This is an optimization exercise on Yosys and OpenROAD, whose aim is small area, a short achievable clock period and few clock cycles per item, not a production implementation.
The RTL of this run was laid out without a check of its function.
No activity file was given, so power comes from the tool's default toggle rates.

==> design/flow/design.v <==
module xlate_unit (
    input  wire        clk,
    input  wire        rst,      
    input  wire        start,    
    input  wire [31:0] rate,     
    output reg         ready,
    output reg         done,     
    output reg         err,      
    output wire [31:0] full,
    output wire [31:0] half
);
    localparam [29:0] NM1 = 30'd999999999;    
    localparam [30:0] NM2 = {NM1, 1'b0};
    reg        busy;         
    reg        ini;          
    reg [30:0] d;            
    reg [4:0]  cnt;          
    reg        nb;           
    reg [29:0] fq;           
    reg [29:0] hq;           
    assign full = {2'b00, fq};
    assign half = {3'b000, hq[28:0]};
    reg [4:0]  c0;
    reg        nb0;
    reg [29:0] r0;
    integer i;
    always @* begin
        c0  = 5'd0;
        nb0 = NM1[0];
        r0  = NM1 >> 1;
        for (i = 0; i < 30; i = i + 1)
            if (d[i]) begin
                c0  = 5'd29 - i;
                nb0 = NM1[29 - i];
                r0  = NM1 >> (30 - i);
            end
        if (d[30]) begin
            c0  = 5'd0;
            nb0 = NM1[0];
            r0  = NM1 >> 1;
        end
    end
    wire bad  = rate[31] | (rate[30:0] == 31'd0);
    wire take = ~busy & start;
    wire [30:0] rem_sh = {hq, nb};
    wire [30:0] rem_nx;      
    wire        fits;        
    rstep u_step (.a(rem_sh), .b(d), .y(rem_nx), .fits(fits));
    wire        last   = (cnt == 5'd0);
    wire [28:0] hinc   = fq[28:0] + 29'd1;
    always @(posedge clk) begin
        if (~busy)
            d <= rate[30:0];
        if (ini) begin
            cnt <= c0;
            nb  <= nb0;
        end else begin
            cnt <= cnt - 5'd1;
            nb  <= NM2[cnt];
        end
    end
    always @(posedge clk) begin
        err <= take & bad;
        if (rst) begin
            busy  <= 1'b0;
            ready <= 1'b1;
            ini   <= 1'b0;
            done  <= 1'b0;
            fq    <= 30'd0;
            hq    <= 30'd0;
        end else begin
            done <= take & bad;
            ini  <= take & ~bad;
            if (~busy) begin
                if (start & ~bad) begin
                    busy  <= 1'b1;
                    ready <= 1'b0;
                end
            end else if (ini) begin
                fq <= 30'd0;
                hq <= r0;
            end else if (last) begin
                hq    <= {1'b0, hinc};
                fq    <= fits ? {hinc, 1'b0} : {fq[28:0], 1'b1};
                busy  <= 1'b0;
                ready <= 1'b1;
                done  <= 1'b1;
            end else begin
                hq <= rem_nx[29:0];
                fq <= {fq[28:0], fits};
            end
        end
    end
endmodule
module rstep(input [30:0] a, input [30:0] b, output [30:0] y, output fits);
    wire [30:0] g = a & ~b;
    wire [30:0] p = a | ~b;
    wire gl0 = p[0];
    wire G0 = g[1] | (p[1] & gl0);
    wire G1 = g[2] | (p[2] & g[1]);
    wire P1 = p[2] & p[1];
    wire G2 = g[3] | (p[3] & g[2]);
    wire P2 = p[3] & p[2];
    wire G3 = g[4] | (p[4] & g[3]);
    wire P3 = p[4] & p[3];
    wire G4 = g[5] | (p[5] & g[4]);
    wire P4 = p[5] & p[4];
    wire G5 = g[6] | (p[6] & g[5]);
    wire P5 = p[6] & p[5];
    wire G6 = g[7] | (p[7] & g[6]);
    wire P6 = p[7] & p[6];
    wire G7 = g[8] | (p[8] & g[7]);
    wire P7 = p[8] & p[7];
    wire G8 = g[9] | (p[9] & g[8]);
    wire P8 = p[9] & p[8];
    wire G9 = g[10] | (p[10] & g[9]);
    wire P9 = p[10] & p[9];
    wire G10 = g[11] | (p[11] & g[10]);
    wire P10 = p[11] & p[10];
    wire G11 = g[12] | (p[12] & g[11]);
    wire P11 = p[12] & p[11];
    wire G12 = g[13] | (p[13] & g[12]);
    wire P12 = p[13] & p[12];
    wire G13 = g[14] | (p[14] & g[13]);
    wire P13 = p[14] & p[13];
    wire G14 = g[15] | (p[15] & g[14]);
    wire P14 = p[15] & p[14];
    wire G15 = g[16] | (p[16] & g[15]);
    wire P15 = p[16] & p[15];
    wire G16 = g[17] | (p[17] & g[16]);
    wire P16 = p[17] & p[16];
    wire G17 = g[18] | (p[18] & g[17]);
    wire P17 = p[18] & p[17];
    wire G18 = g[19] | (p[19] & g[18]);
    wire P18 = p[19] & p[18];
    wire G19 = g[20] | (p[20] & g[19]);
    wire P19 = p[20] & p[19];
    wire G20 = g[21] | (p[21] & g[20]);
    wire P20 = p[21] & p[20];
    wire G21 = g[22] | (p[22] & g[21]);
    wire P21 = p[22] & p[21];
    wire G22 = g[23] | (p[23] & g[22]);
    wire P22 = p[23] & p[22];
    wire G23 = g[24] | (p[24] & g[23]);
    wire P23 = p[24] & p[23];
    wire G24 = g[25] | (p[25] & g[24]);
    wire P24 = p[25] & p[24];
    wire G25 = g[26] | (p[26] & g[25]);
    wire P25 = p[26] & p[25];
    wire G26 = g[27] | (p[27] & g[26]);
    wire P26 = p[27] & p[26];
    wire G27 = g[28] | (p[28] & g[27]);
    wire P27 = p[28] & p[27];
    wire G28 = g[29] | (p[29] & g[28]);
    wire P28 = p[29] & p[28];
    wire G29 = g[30] | (p[30] & g[29]);
    wire P29 = p[30] & p[29];
    wire G30 = G1 | (P1 & gl0);
    wire G31 = G2 | (P2 & G0);
    wire G32 = G3 | (P3 & G1);
    wire P32 = P3 & P1;
    wire G33 = G4 | (P4 & G2);
    wire P33 = P4 & P2;
    wire G34 = G5 | (P5 & G3);
    wire P34 = P5 & P3;
    wire G35 = G6 | (P6 & G4);
    wire P35 = P6 & P4;
    wire G36 = G7 | (P7 & G5);
    wire P36 = P7 & P5;
    wire G37 = G8 | (P8 & G6);
    wire P37 = P8 & P6;
    wire G38 = G9 | (P9 & G7);
    wire P38 = P9 & P7;
    wire G39 = G10 | (P10 & G8);
    wire P39 = P10 & P8;
    wire G40 = G11 | (P11 & G9);
    wire P40 = P11 & P9;
    wire G41 = G12 | (P12 & G10);
    wire P41 = P12 & P10;
    wire G42 = G13 | (P13 & G11);
    wire P42 = P13 & P11;
    wire G43 = G14 | (P14 & G12);
    wire P43 = P14 & P12;
    wire G44 = G15 | (P15 & G13);
    wire P44 = P15 & P13;
    wire G45 = G16 | (P16 & G14);
    wire P45 = P16 & P14;
    wire G46 = G17 | (P17 & G15);
    wire P46 = P17 & P15;
    wire G47 = G18 | (P18 & G16);
    wire P47 = P18 & P16;
    wire G48 = G19 | (P19 & G17);
    wire P48 = P19 & P17;
    wire G49 = G20 | (P20 & G18);
    wire P49 = P20 & P18;
    wire G50 = G21 | (P21 & G19);
    wire P50 = P21 & P19;
    wire G51 = G22 | (P22 & G20);
    wire P51 = P22 & P20;
    wire G52 = G23 | (P23 & G21);
    wire P52 = P23 & P21;
    wire G53 = G24 | (P24 & G22);
    wire P53 = P24 & P22;
    wire G54 = G25 | (P25 & G23);
    wire P54 = P25 & P23;
    wire G55 = G26 | (P26 & G24);
    wire P55 = P26 & P24;
    wire G56 = G27 | (P27 & G25);
    wire P56 = P27 & P25;
    wire G57 = G28 | (P28 & G26);
    wire P57 = P28 & P26;
    wire G58 = G29 | (P29 & G27);
    wire P58 = P29 & P27;
    wire G59 = G32 | (P32 & gl0);
    wire G60 = G33 | (P33 & G0);
    wire G61 = G34 | (P34 & G30);
    wire G62 = G35 | (P35 & G31);
    wire G63 = G36 | (P36 & G32);
    wire P63 = P36 & P32;
    wire G64 = G37 | (P37 & G33);
    wire P64 = P37 & P33;
    wire G65 = G38 | (P38 & G34);
    wire P65 = P38 & P34;
    wire G66 = G39 | (P39 & G35);
    wire P66 = P39 & P35;
    wire G67 = G40 | (P40 & G36);
    wire P67 = P40 & P36;
    wire G68 = G41 | (P41 & G37);
    wire P68 = P41 & P37;
    wire G69 = G42 | (P42 & G38);
    wire P69 = P42 & P38;
    wire G70 = G43 | (P43 & G39);
    wire P70 = P43 & P39;
    wire G71 = G44 | (P44 & G40);
    wire P71 = P44 & P40;
    wire G72 = G45 | (P45 & G41);
    wire P72 = P45 & P41;
    wire G73 = G46 | (P46 & G42);
    wire P73 = P46 & P42;
    wire G74 = G47 | (P47 & G43);
    wire P74 = P47 & P43;
    wire G75 = G48 | (P48 & G44);
    wire P75 = P48 & P44;
    wire G76 = G49 | (P49 & G45);
    wire P76 = P49 & P45;
    wire G77 = G50 | (P50 & G46);
    wire P77 = P50 & P46;
    wire G78 = G51 | (P51 & G47);
    wire P78 = P51 & P47;
    wire G79 = G52 | (P52 & G48);
    wire P79 = P52 & P48;
    wire G80 = G53 | (P53 & G49);
    wire P80 = P53 & P49;
    wire G81 = G54 | (P54 & G50);
    wire P81 = P54 & P50;
    wire G82 = G55 | (P55 & G51);
    wire P82 = P55 & P51;
    wire G83 = G56 | (P56 & G52);
    wire P83 = P56 & P52;
    wire G84 = G57 | (P57 & G53);
    wire P84 = P57 & P53;
    wire G85 = G58 | (P58 & G54);
    wire P85 = P58 & P54;
    wire G86 = G63 | (P63 & gl0);
    wire G87 = G64 | (P64 & G0);
    wire G88 = G65 | (P65 & G30);
    wire G89 = G66 | (P66 & G31);
    wire G90 = G67 | (P67 & G59);
    wire G91 = G68 | (P68 & G60);
    wire G92 = G69 | (P69 & G61);
    wire G93 = G70 | (P70 & G62);
    wire G94 = G71 | (P71 & G63);
    wire P94 = P71 & P63;
    wire G95 = G72 | (P72 & G64);
    wire P95 = P72 & P64;
    wire G96 = G73 | (P73 & G65);
    wire P96 = P73 & P65;
    wire G97 = G74 | (P74 & G66);
    wire P97 = P74 & P66;
    wire G98 = G75 | (P75 & G67);
    wire P98 = P75 & P67;
    wire G99 = G76 | (P76 & G68);
    wire P99 = P76 & P68;
    wire G100 = G77 | (P77 & G69);
    wire P100 = P77 & P69;
    wire G101 = G78 | (P78 & G70);
    wire P101 = P78 & P70;
    wire G102 = G79 | (P79 & G71);
    wire P102 = P79 & P71;
    wire G103 = G80 | (P80 & G72);
    wire P103 = P80 & P72;
    wire G104 = G81 | (P81 & G73);
    wire P104 = P81 & P73;
    wire G105 = G82 | (P82 & G74);
    wire P105 = P82 & P74;
    wire G106 = G83 | (P83 & G75);
    wire P106 = P83 & P75;
    wire G107 = G84 | (P84 & G76);
    wire P107 = P84 & P76;
    wire G108 = G85 | (P85 & G77);
    wire P108 = P85 & P77;
    wire G109 = G94 | (P94 & gl0);
    wire G110 = G95 | (P95 & G0);
    wire G111 = G96 | (P96 & G30);
    wire G112 = G97 | (P97 & G31);
    wire G113 = G98 | (P98 & G59);
    wire G114 = G99 | (P99 & G60);
    wire G115 = G100 | (P100 & G61);
    wire G116 = G101 | (P101 & G62);
    wire G117 = G102 | (P102 & G86);
    wire G118 = G103 | (P103 & G87);
    wire G119 = G104 | (P104 & G88);
    wire G120 = G105 | (P105 & G89);
    wire G121 = G106 | (P106 & G90);
    wire G122 = G107 | (P107 & G91);
    wire G123 = G108 | (P108 & G92);
    assign fits = G123;
    assign y[0] = a[0] ^ (fits & b[0]);
    assign y[1] = a[1] ^ (fits & ~(b[1] ^ gl0));
    assign y[2] = a[2] ^ (fits & ~(b[2] ^ G0));
    assign y[3] = a[3] ^ (fits & ~(b[3] ^ G30));
    assign y[4] = a[4] ^ (fits & ~(b[4] ^ G31));
    assign y[5] = a[5] ^ (fits & ~(b[5] ^ G59));
    assign y[6] = a[6] ^ (fits & ~(b[6] ^ G60));
    assign y[7] = a[7] ^ (fits & ~(b[7] ^ G61));
    assign y[8] = a[8] ^ (fits & ~(b[8] ^ G62));
    assign y[9] = a[9] ^ (fits & ~(b[9] ^ G86));
    assign y[10] = a[10] ^ (fits & ~(b[10] ^ G87));
    assign y[11] = a[11] ^ (fits & ~(b[11] ^ G88));
    assign y[12] = a[12] ^ (fits & ~(b[12] ^ G89));
    assign y[13] = a[13] ^ (fits & ~(b[13] ^ G90));
    assign y[14] = a[14] ^ (fits & ~(b[14] ^ G91));
    assign y[15] = a[15] ^ (fits & ~(b[15] ^ G92));
    assign y[16] = a[16] ^ (fits & ~(b[16] ^ G93));
    assign y[17] = a[17] ^ (fits & ~(b[17] ^ G109));
    assign y[18] = a[18] ^ (fits & ~(b[18] ^ G110));
    assign y[19] = a[19] ^ (fits & ~(b[19] ^ G111));
    assign y[20] = a[20] ^ (fits & ~(b[20] ^ G112));
    assign y[21] = a[21] ^ (fits & ~(b[21] ^ G113));
    assign y[22] = a[22] ^ (fits & ~(b[22] ^ G114));
    assign y[23] = a[23] ^ (fits & ~(b[23] ^ G115));
    assign y[24] = a[24] ^ (fits & ~(b[24] ^ G116));
    assign y[25] = a[25] ^ (fits & ~(b[25] ^ G117));
    assign y[26] = a[26] ^ (fits & ~(b[26] ^ G118));
    assign y[27] = a[27] ^ (fits & ~(b[27] ^ G119));
    assign y[28] = a[28] ^ (fits & ~(b[28] ^ G120));
    assign y[29] = a[29] ^ (fits & ~(b[29] ^ G121));
    assign y[30] = a[30] ^ (fits & ~(b[30] ^ G122));
endmodule
==> design/flow/flow/run.sh <==
#!/bin/bash
set -euo pipefail
bash standard.sh \
  SETUP_SLACK_MARGIN=7.0 \
  BUFFER_PORTS_ARGS="-buffer_cell sky130_fd_sc_hd__buf_1" \
  finish > standard.log 2>&1
==> design/flow/standard.sh <==
#!/bin/bash
# synth_recipe.tcl (not shown) runs the flow's synth.tcl, then flattens the netlist and writes it again
# the make line also repeats each setting of config.mk as NAME=value (left out here)
make -C /OpenROAD-flow-scripts/flow DESIGN_CONFIG=/design/flow/config.mk WORK_HOME=/design/flow/orfs CLKGATE_MAP_FILE= SYNTH_SCRIPT=/design/flow/synth_recipe.tcl "${@:-finish}"
==> design/flow/config.mk <==
export PLATFORM = sky130hd
export DESIGN_NAME = xlate_unit
export DESIGN_NICKNAME = xlate_unit
export VERILOG_FILES = /design/flow/design.v
export SDC_FILE = /design/flow/constraint.sdc
export NUM_CORES = 4
export LEC_CHECK = 0
export CAP_MARGIN = 20
export CORE_MARGIN = 2
export CORE_UTILIZATION = 40
export SLEW_MARGIN = 20
==> design/flow/constraint.sdc <==
create_clock -name core_clock -period 10.0 [get_ports {clk}]
set_input_delay 2.0000 -clock core_clock [delete_from_list [all_inputs] [get_ports {clk}]]
set_output_delay 2.0000 -clock core_clock [all_outputs]
set_load 0.01 [all_outputs]
==> impl_metrics.env <==
export IMPL_status="finished clean"
export IMPL_required_ps=10280
export IMPL_synth_largest_area_cell="dfxtp_1"
export IMPL_ir_worst_vdd_uv=78.7
export IMPL_path_max_fanout=5
export IMPL_yosysMostFrequentCell="nor2_1"
export IMPL_worstSetupPathType="reg -> reg"
export IMPL_gr_usage_met3_pct=4.50
export IMPL_async_reset_ff_share_pct=0
export IMPL_yosys_warnings=1
export IMPL_dr_first_iter_drc_count=1057
export IMPL_setup_viol=0
export IMPL_root_buffer="clkbuf_16"
export IMPL_busiest_layer="met2"
export IMPL_antenna_left=0
export IMPL_grt_antenna_before_repair=0
export IMPL_met1_usage_pct=37.0
export IMPL_finalNetCount=1205
export IMPL_r2r_slack_ps=6820
export IMPL_p_leak_uw=0.00377
export IMPL_synth_area_top_cells="dfxtp_1, edfxtp_1, xnor2_1"
export IMPL_tightestPinTransition_ps=1130
export IMPL_synthCells=1056
export IMPL_drv_cap=0
export IMPL_preCtsSetupSlack_ps=6110
export IMPL_period_share_pct=31.8
export IMPL_clk_pin_slew_ps=90
export IMPL_hold_class="reg -> reg"
export IMPL_slew_headroom_pct=24.9
export IMPL_cp_start_kind="flip-flop"
export IMPL_min_from="hq[29]$_SDFFE_PP0P_"
export IMPL_cp_startpoint="d[10]$_DFFE_PN_"
export IMPL_hold_viol_final=0
export IMPL_grt_overflow_total=0
export IMPL_drive_gt1_share_pct=24.8
export IMPL_start_util_pct=41.1
export IMPL_first_pass_iters=6
export IMPL_numCtsBuffers=9
export IMPL_cts_tree="yes"
export IMPL_setup_slack_ps=6820
export IMPL_io_buffers=96
export IMPL_grt_pass1_vias=7943
export IMPL_vias=8714
export IMPL_hpwl_um=20300
export IMPL_ys_seq_elements=102
export IMPL_htreeDepth=3
export IMPL_via_per_inst=6.07
export IMPL_wl_um=30400
export IMPL_num_antenna_cells=0
export IMPL_fin_crit_ps=3180
export IMPL_ys_flop_type="dfxtp_1"
export IMPL_core_area_mm2=0.0197
export IMPL_grtUsageMet2_pct=41.3
export IMPL_cts_num_sinks=102
export IMPL_syn_area_per_cell_um2=7.64
export IMPL_multiInputGateArea_mm2=0.00566
export IMPL_die_y_um=146
export IMPL_final_util_pct=51.2
export IMPL_synth_cell_type_count=81
export IMPL_die_area_mm2=0.0213
export IMPL_layout_area_seq_mm2=0.00242
export IMPL_synth_edf_count=31
export IMPL_skew_ps=17.9
export IMPL_n_fill_cell=1930
export IMPL_grtUsageTotal_pct=26.7
export IMPL_wire_per_inst_um=21.2
export IMPL_maxSlewViolCount=0
export IMPL_rsz0062_at_grt="yes"
export IMPL_clockBufferDepth=2
export IMPL_die_x_um=146
export IMPL_clk_insertion_delay_late_ps=370
export IMPL_power_density_mw_per_mm2=138
export IMPL_gp_congestion=0.968
export IMPL_setup_tns_ps=0
export IMPL_grt_max_degree=45
export IMPL_yosysTopAreaCellShare_pct=17.6
export IMPL_syn_area_mm2=0.00807
export IMPL_grt_first_pass_wirelength_um=45000
export IMPL_worstReg2RegStart="d[10]$_DFFE_PN_"
export IMPL_area_delta_synth_final_pct=24.6
export IMPL_arrival_ps=3460
export IMPL_synth_commonest_cells="nor2_1, a21oi_1, o21ai_0"
export IMPL_drcViolationCount=0
export IMPL_fmax_mhz=314
export IMPL_synth_seq_area_share_pct=29.1
export IMPL_placementRows=51
export IMPL_cp_end_kind="flip-flop"
export IMPL_io_pins=102
stage by stage:
| step | total power [uW] | hold WS [ps] | area, um2 | std cells |
|---|---|---|---|---|
| after floorplan | 813 | 430 | 8090 | 1060 |
| after global placement | 918 | 448 | 8340 | 1330 |
| after detailed placement | 919 | 460 | 8360 | 1331 |
| after CTS | 1340 | 480 | 9420 | 1407 |
| after global routing | 1440 | 516 | 10100 | 1435 |
| final | 1380 | 482 | 10100 | 1435 |
state kept, by name (all words and copies together), names as in the netlist:
signal and cells:
ini 1, fq 30, d 31, err 1, nb 1, hq 30, cnt 5, ready 1
done 1, busy 1
logic make-up (layout without fill, tap and decap cells):
| family | after synthesis | count (layout) | synth area share (%) |
|---|---|---|---|
| xor+xnor | 97 | 97 | 10.5 |
| mux | 6 | 6 | 0.775 |
| flops | 102 | 102 | 29.1 |
| simple gates | 359 | 359 | 21.3 |
| other cells | 1 | 5 | 0.0465 |
| fa+ha+maj | 19 | 19 | 2.59 |
| compound gates | 334 | 335 | 27.3 |
| buf+inv | 138 | 247 | 8.28 |
cell type report:
type	instances	share of cell area, %
Inverter	38	1.44
Multi-Input combinational cell	821	56.3
Timing Repair Buffer	193	12.1
Clock buffer	9	2.24
Clock inverter	7	0.635
Tap cell	265	3.30
Sequential cell	102	24.0
metal layers:
layer  vias up  wire length, um
met5         -                0
met4         0             1110
met3        84             2740
met2       484            13600
met1      4150            12900
li1       3996                -
worst max-delay path, stage by stage (launching register included):
cell      delay, ps
edfxtp_1        450
buf_4           170
nor2_1          170
a311oi_1         80
o211ai_1        380
o21ai_2         140
a31oi_4         200
o21ai_4         100
a221oi_4        400
nor2_4           80
or3_1           370
a311o_1         330
a221oi_2        230
power breakdown:
part | internal (uW) | total (uW) | leakage [uW] | switching, uW
Combinational | 192 | 483 | 0.00271 | 292
Sequential | 470 | 536 | 0.000921 | 66.1
Clock | 176 | 365 | 0.000146 | 189
timing repair:
action,CTS,global route
gates cloned,1,1
buffers inserted,59,27
hold buffers,0,0
pin swaps,20,76
resized for setup,103,107
setup endpoints to repair,101,77
cell usage in the layout (no fill, tap or decap), types with 6 or more instances in the layout:
cell type / synthesis / layout
buf_6: 1 / 10
a22o_1: 37 / 37
buf_1: 8 / 92
nor2_1: 113 / 93
inv_1: 36 / 31
nor3_2: 1 / 6
edfxtp_1: 31 / 31
nand4_1: 9 / 9
o21ai_1: 2 / 6
a21oi_1: 91 / 82
o211ai_1: 7 / 7
nand3_1: 25 / 24
dfxtp_1: 71 / 23
a211oi_1: 9 / 6
clkbuf_16: 0 / 9
xor2_1: 38 / 37
o22ai_1: 10 / 10
nand2b_1: 29 / 27
maj3_2: 5 / 8
buf_4: 35 / 82
dfxtp_2: 0 / 46
nor2_2: 1 / 7
nor2_4: 0 / 14
and3_1: 18 / 17
maj3_1: 9 / 6
inv_2: 2 / 6
a21oi_2: 0 / 9
xnor2_2: 0 / 7
a21o_1: 8 / 8
a31oi_1: 11 / 11
nor3_1: 32 / 27
xnor2_1: 59 / 52
nor2b_1: 17 / 12
or3_1: 8 / 8
o21ai_0: 85 / 76
nand2_1: 77 / 68
final timing paths:
check / cells after the start / endpoint
worst max-delay path: 12 / hq[1]$_SDFFE_PP0P_
worst min-delay path: 2 / hq[29]$_SDFFE_PP0P_
worst max register to register: 12 / hq[1]$_SDFFE_PP0P_
worst min register to register: 2 / hq[29]$_SDFFE_PP0P_

[re-timing with driven ports]
The flow's constraints put no driver on any port. The routed layout listed below was extracted and timed again, unchanged, in two steps.
Step 1 (the two cells are an assumption about what drives the block):
set clk [get_ports {clk}]
set_driving_cell -lib_cell sky130_fd_sc_hd__clkbuf_16 $clk
set_driving_cell -lib_cell sky130_fd_sc_hd__buf_2 [delete_from_list [all_inputs] $clk]
Step 2 also shifts input and output timing later by t, the mid clock arrival at the registers, as if the neighbouring blocks saw the same clock.
a / b / c = ideal ports / drivers / drivers and shift; a / b = the first two.
t (ns): 0.410
setup WS [ns]: 6.816 / 6.816 / 6.532
worst setup path after step 2: input to register
worst data-port slew with drivers (ns): 0.06
cell pins on the clock port's net: 1
After both steps this run still meets setup and hold. For this run, drivers alone change the setup slack by 0.000 ns; drivers and shift together by -0.284 ns.
